This design comes from an exercise in tuning for small area, a short achievable clock period and few clock cycles on the open sky130 flow, not from production work.

// dither_core
module dither_core (
    input  wire        clk,
    input  wire        rst,             
    input  wire        start,
    input  wire [1:0]  cfg_mode,        
    input  wire        cfg_invert,
    input  wire        cfg_frame,
    input  wire        cfg_pack,        
    input  wire [7:0]  cfg_threshold,
    input  wire [15:0] cfg_width,
    input  wire [15:0] cfg_height,
    output reg         busy,
    output reg         done,
    output reg         error,
    input  wire        in_valid,
    output reg         in_ready,
    input  wire [15:0] in_data,
    output reg         out_valid,
    input  wire        out_ready,
    output reg  [7:0]  out_data,
    output reg         out_last
);
Size: ~3800 cells after synthesis, ~53000 um2 of cells after synthesis.
==> flow/config.mk <==
export PLATFORM = sky130hd
export DESIGN_NAME = dither_core
export DESIGN_NICKNAME = dither_core
export VERILOG_FILES = /design/flow/design.v
export SDC_FILE = /design/flow/constraint.sdc
export NUM_CORES = 8
export LEC_CHECK = 0
export CAP_MARGIN = 20
export CORE_MARGIN = 2
export CORE_UTILIZATION = 50
export CTS_CLUSTER_DIAMETER = 80
export CTS_CLUSTER_SIZE = 25
export PLACE_DENSITY = 0.65
export SLEW_MARGIN = 20
==> flow/constraint.sdc <==
create_clock -name core_clock -period 24.0 [get_ports {clk}]
set_input_delay 4.8000 -clock core_clock [delete_from_list [all_inputs] [get_ports {clk}]]
set_output_delay 4.8000 -clock core_clock [all_outputs]
set_load 0.01 [all_outputs]
standard.sh (not shown) runs the stock make flow with config.mk's settings and CLKGATE_MAP_FILE= SYNTH_SCRIPT=/design/flow/synth_recipe.tcl, a recipe that flattens the netlist after the stock synthesis.
==> flow/flow/run.sh <==
#!/bin/bash
# Own layout flow: the standard synthesis and ORFS steps, with the timing
# repair asked to keep a setup margin (the clock and constraints are the standard flow's).
set -euo pipefail
bash standard.sh synth > synth.log 2>&1
bash standard.sh SETUP_SLACK_MARGIN=18 "BUFFER_PORTS_ARGS=-buffer_cell sky130_fd_sc_hd__buf_2" finish > layout.log 2>&1
==> next run, changes <==
--- a/flow/design.v
+++ b/flow/design.v
@@ -31,16 +31,18 @@
     reg [7:0]  thr;
     reg [6:0]  wsrc;         
     reg [2:0]  wsel;         
     reg [15:0] rl;           
     reg  fs;                 
     reg  atk;                
     wire ord = mode == 2'd2;
     wire [5:0] wm1 = {wsel, 3'b111};       
+    wire [1:0] lsel = wsel[2] ? wsel[1:0] : 2'd0;
+    wire [5:0] lm1  = {1'b1, lsel, 3'b111};    
     reg        run;          
     reg        err_st;       
     reg        hdr_act;      
     reg [3:0]  hdr_idx;
     reg        trl_act;      
     reg [2:0]  trl_idx;
     reg        pend_full;    
     reg [7:0]  pend_data;
@@ -62,17 +64,17 @@
     reg        pe_lag;       
     reg [6:0]  bits;
     wire start_ok = start && idle;
     wire geom_bad = (cfg_width == 16'd0) || (cfg_width > 16'd64) || (cfg_height == 16'd0);
     wire lastrow = (rl == 16'd1);
     wire padok   = (!be || pe_lag) && !(lastcol && row0 && hdr_lag);
     wire proc    = run && al && (real_px ? vq : padok);
     wire [5:0] x_inc = lastcol ? 6'd0 : x + 6'd1;
-    wire [5:0] p_inc = (p == wm1 || p == 6'd63) ? 6'd0 : p + 6'd1;
+    wire [5:0] p_inc = (p == lm1 || p == 6'd63) ? 6'd0 : p + 6'd1;
     wire [5:0] x1     = proc ? x_inc : x;
     wire       rowst  = proc && lastcol;          
     wire       run1   = run && !(rowst && lastrow);
     wire       row0_1 = rowst ? 1'b0 : row0;
     wire       row1_1 = rowst ? row0 : row1;
     wire [15:0] rl1   = rowst ? rl - 16'd1 : rl;
     wire       lastrow1 = (rl1 == 16'd1);
     wire out_free   = !out_valid || out_ready;
@@ -82,49 +84,46 @@
     wire push       = proc && be;
     wire pend_full1 = push || (pend_full && !pend_take);
     wire [5:0] p1       = p_inc;
     wire       al1      = (p1 == x1);
     wire       be1      = (x1[2:0] == 3'd7);
     wire       lastcol1 = proc ? penult : lastcol;
     wire       real1    = ({1'b0, x1} < wsrc);
     wire [5:0] x1_inc   = lastcol1 ? 6'd0 : x1 + 6'd1;
-    wire [5:0] p1_inc   = (p1 == wm1) ? 6'd0 : p1 + 6'd1;
+    wire [5:0] p1_inc   = (p1 == lm1) ? 6'd0 : p1 + 6'd1;
     wire       pe_lag1 = !pend_full && !push;
     function ok2;
         input [5:0] xx;
         input       r0;
         ok2 = (xx[2:0] != 3'd7 || pe_lag1) && !(xx == wm1 && r0 && hdr_act);
     endfunction
-    wire       rdyA = run1 && !(lastcol1 && lastrow1) && ({1'b0, x1_inc} < wsrc)
+    wire       rdyA = run1 && !(lastcol1 && lastrow1) && ({1'b0, x1_inc} < wsrc) && (p1_inc == x1_inc)
                       && ok2(x1_inc, row0_1 && !lastcol1);
     wire       rdyB = run1 && (p1_inc == x1) && real1 && ok2(x1, row0_1);
     wire       padproc1 = run1 && al1 && !real1 && (!be1 || pe_lag1)
                           && !(lastcol1 && row0_1 && hdr_act);
     wire       realgo1  = run1 && al1 && real1;
     wire       vq1      = in_valid && in_ready;
     wire       in_ready_nx = (realgo1 ? vq1 : padproc1) ? rdyA : rdyB;
     reg  [RW-1:0] vr [0:NV-1];
     reg  [RW-1:0] e1, e2, e3, e4;
     reg  [RW-1:0] tap;
     always @(*) begin
-        case (wsel)
-            3'd0: tap = vr[3];
-            3'd1: tap = vr[11];
-            3'd2: tap = vr[19];
-            3'd3: tap = vr[27];
-            3'd4: tap = vr[35];
-            3'd5: tap = vr[43];
-            3'd6: tap = vr[51];
+        case (lsel)
+            2'd0: tap = vr[35];
+            2'd1: tap = vr[43];
+            2'd2: tap = vr[51];
             default: tap = vr[59];
         endcase
     end
     reg  signed [16:0] ea;
     reg         [14:0] eb;        
     reg  signed [16:0] cc;        
+    reg                wb_last;   
     function signed [13:0] atk_a;
         input signed [16:0] e;
         atk_a = (e >>> 3) + $signed({13'd0, e[16] && e[2:0] != 3'd0});
     endfunction
     function rnd16;
         input signed [16:0] e;
         rnd16 = e[16] && e[3:0] != 4'd0;
     endfunction
@@ -236,17 +235,17 @@
             3'd0, 3'd3: trl_byte = 8'h1B;
             3'd1, 3'd4: trl_byte = 8'h64;
             default:    trl_byte = 8'h02;
         endcase
     end
     wire [2:0] cfg_wsel = cfg_width[5:3] - {2'b0, cfg_width[2:0] == 3'd0};
     integer i;
     always @(posedge clk) begin
-        if (proc)
+        if ((proc && !first) || wb_last)
             vr[0] <= atk ? {e4[13:0], atk_a(ea)} : {{(RW-17){ea[16]}}, ea};
         else
             vr[0] <= e4;
         for (i = 1; i < NV; i = i + 1)
             vr[i] <= vr[i-1];
         e1 <= tap;
         e2 <= e1;
         e3 <= e2;
@@ -289,16 +288,17 @@
             row1 <= row1_1;
             if (rowst)
                 ym <= ym + 3'd1;
             if (proc) begin
                 first  <= lastcol;
                 second <= first;
             end
         end
+        wb_last <= proc && lastcol;
         if (proc) begin
             ea <= e_new;
             eb <= {ea[16:3], c8a};
             if (be)
                 pend_data <= {bits, pix_bit};
             else
                 bits <= {bits[5:0], pix_bit};
             if (be)
After rerunning: Maximum frequency falls by 4.3%. Worst hold slack hardly moves. Global-route usage shrinks by 0.47 points. Clock skew hardly moves. Die area drops by about 0.6%. Register-to-register slack is better by 0.06 ns. Routed wire length falls by about 3%. Worst setup slack gets worse by 0.27 ns. Synthesized area decreases by about 0.6%. Clock-buffer cell count rises by 1. Core utilization stays flat. Via count is lower by about 1.4%.
Function was not checked in any run of this note: the RTL went through the layout flow alone.

## separate check: timing with driven ports
The results above use ideal ports. As a check the final layouts listed here were re-extracted and re-timed, cells and wires unchanged.
Step 1: set_driving_cell puts a clkbuf_16 on clk and a buf_2 on each other input, an assumption about the parent block.
Step 2 moves the port delays by t, midway between the first and last clock arrival at a register: inputs arrive t later, outputs are due t later. That takes back most of the time a late clock gives input paths.
Three values: ideal ports, drivers, drivers and shift; two values: the first two.
| run | t, ns | setup slack, ns | hold slack, ns | slew at the worst register clock pin (ns) | worst data-port slew with drivers (ns) |
|---|---|---|---|---|---|
| the first run | 0.744 | 17.969 / 17.903 / 17.438 | 0.309 / 0.309 / 0.309 | 0.10 / 0.10 | 0.04 |
| the second run | 0.755 | 17.700 / 17.736 / 16.981 | 0.310 / 0.310 / 0.310 | 0.11 / 0.11 | 0.04 |
After both steps setup and hold are still met in every run listed. For the second run, which loses most, drivers alone change the setup slack by +0.036 ns; drivers and shift together by -0.719 ns.
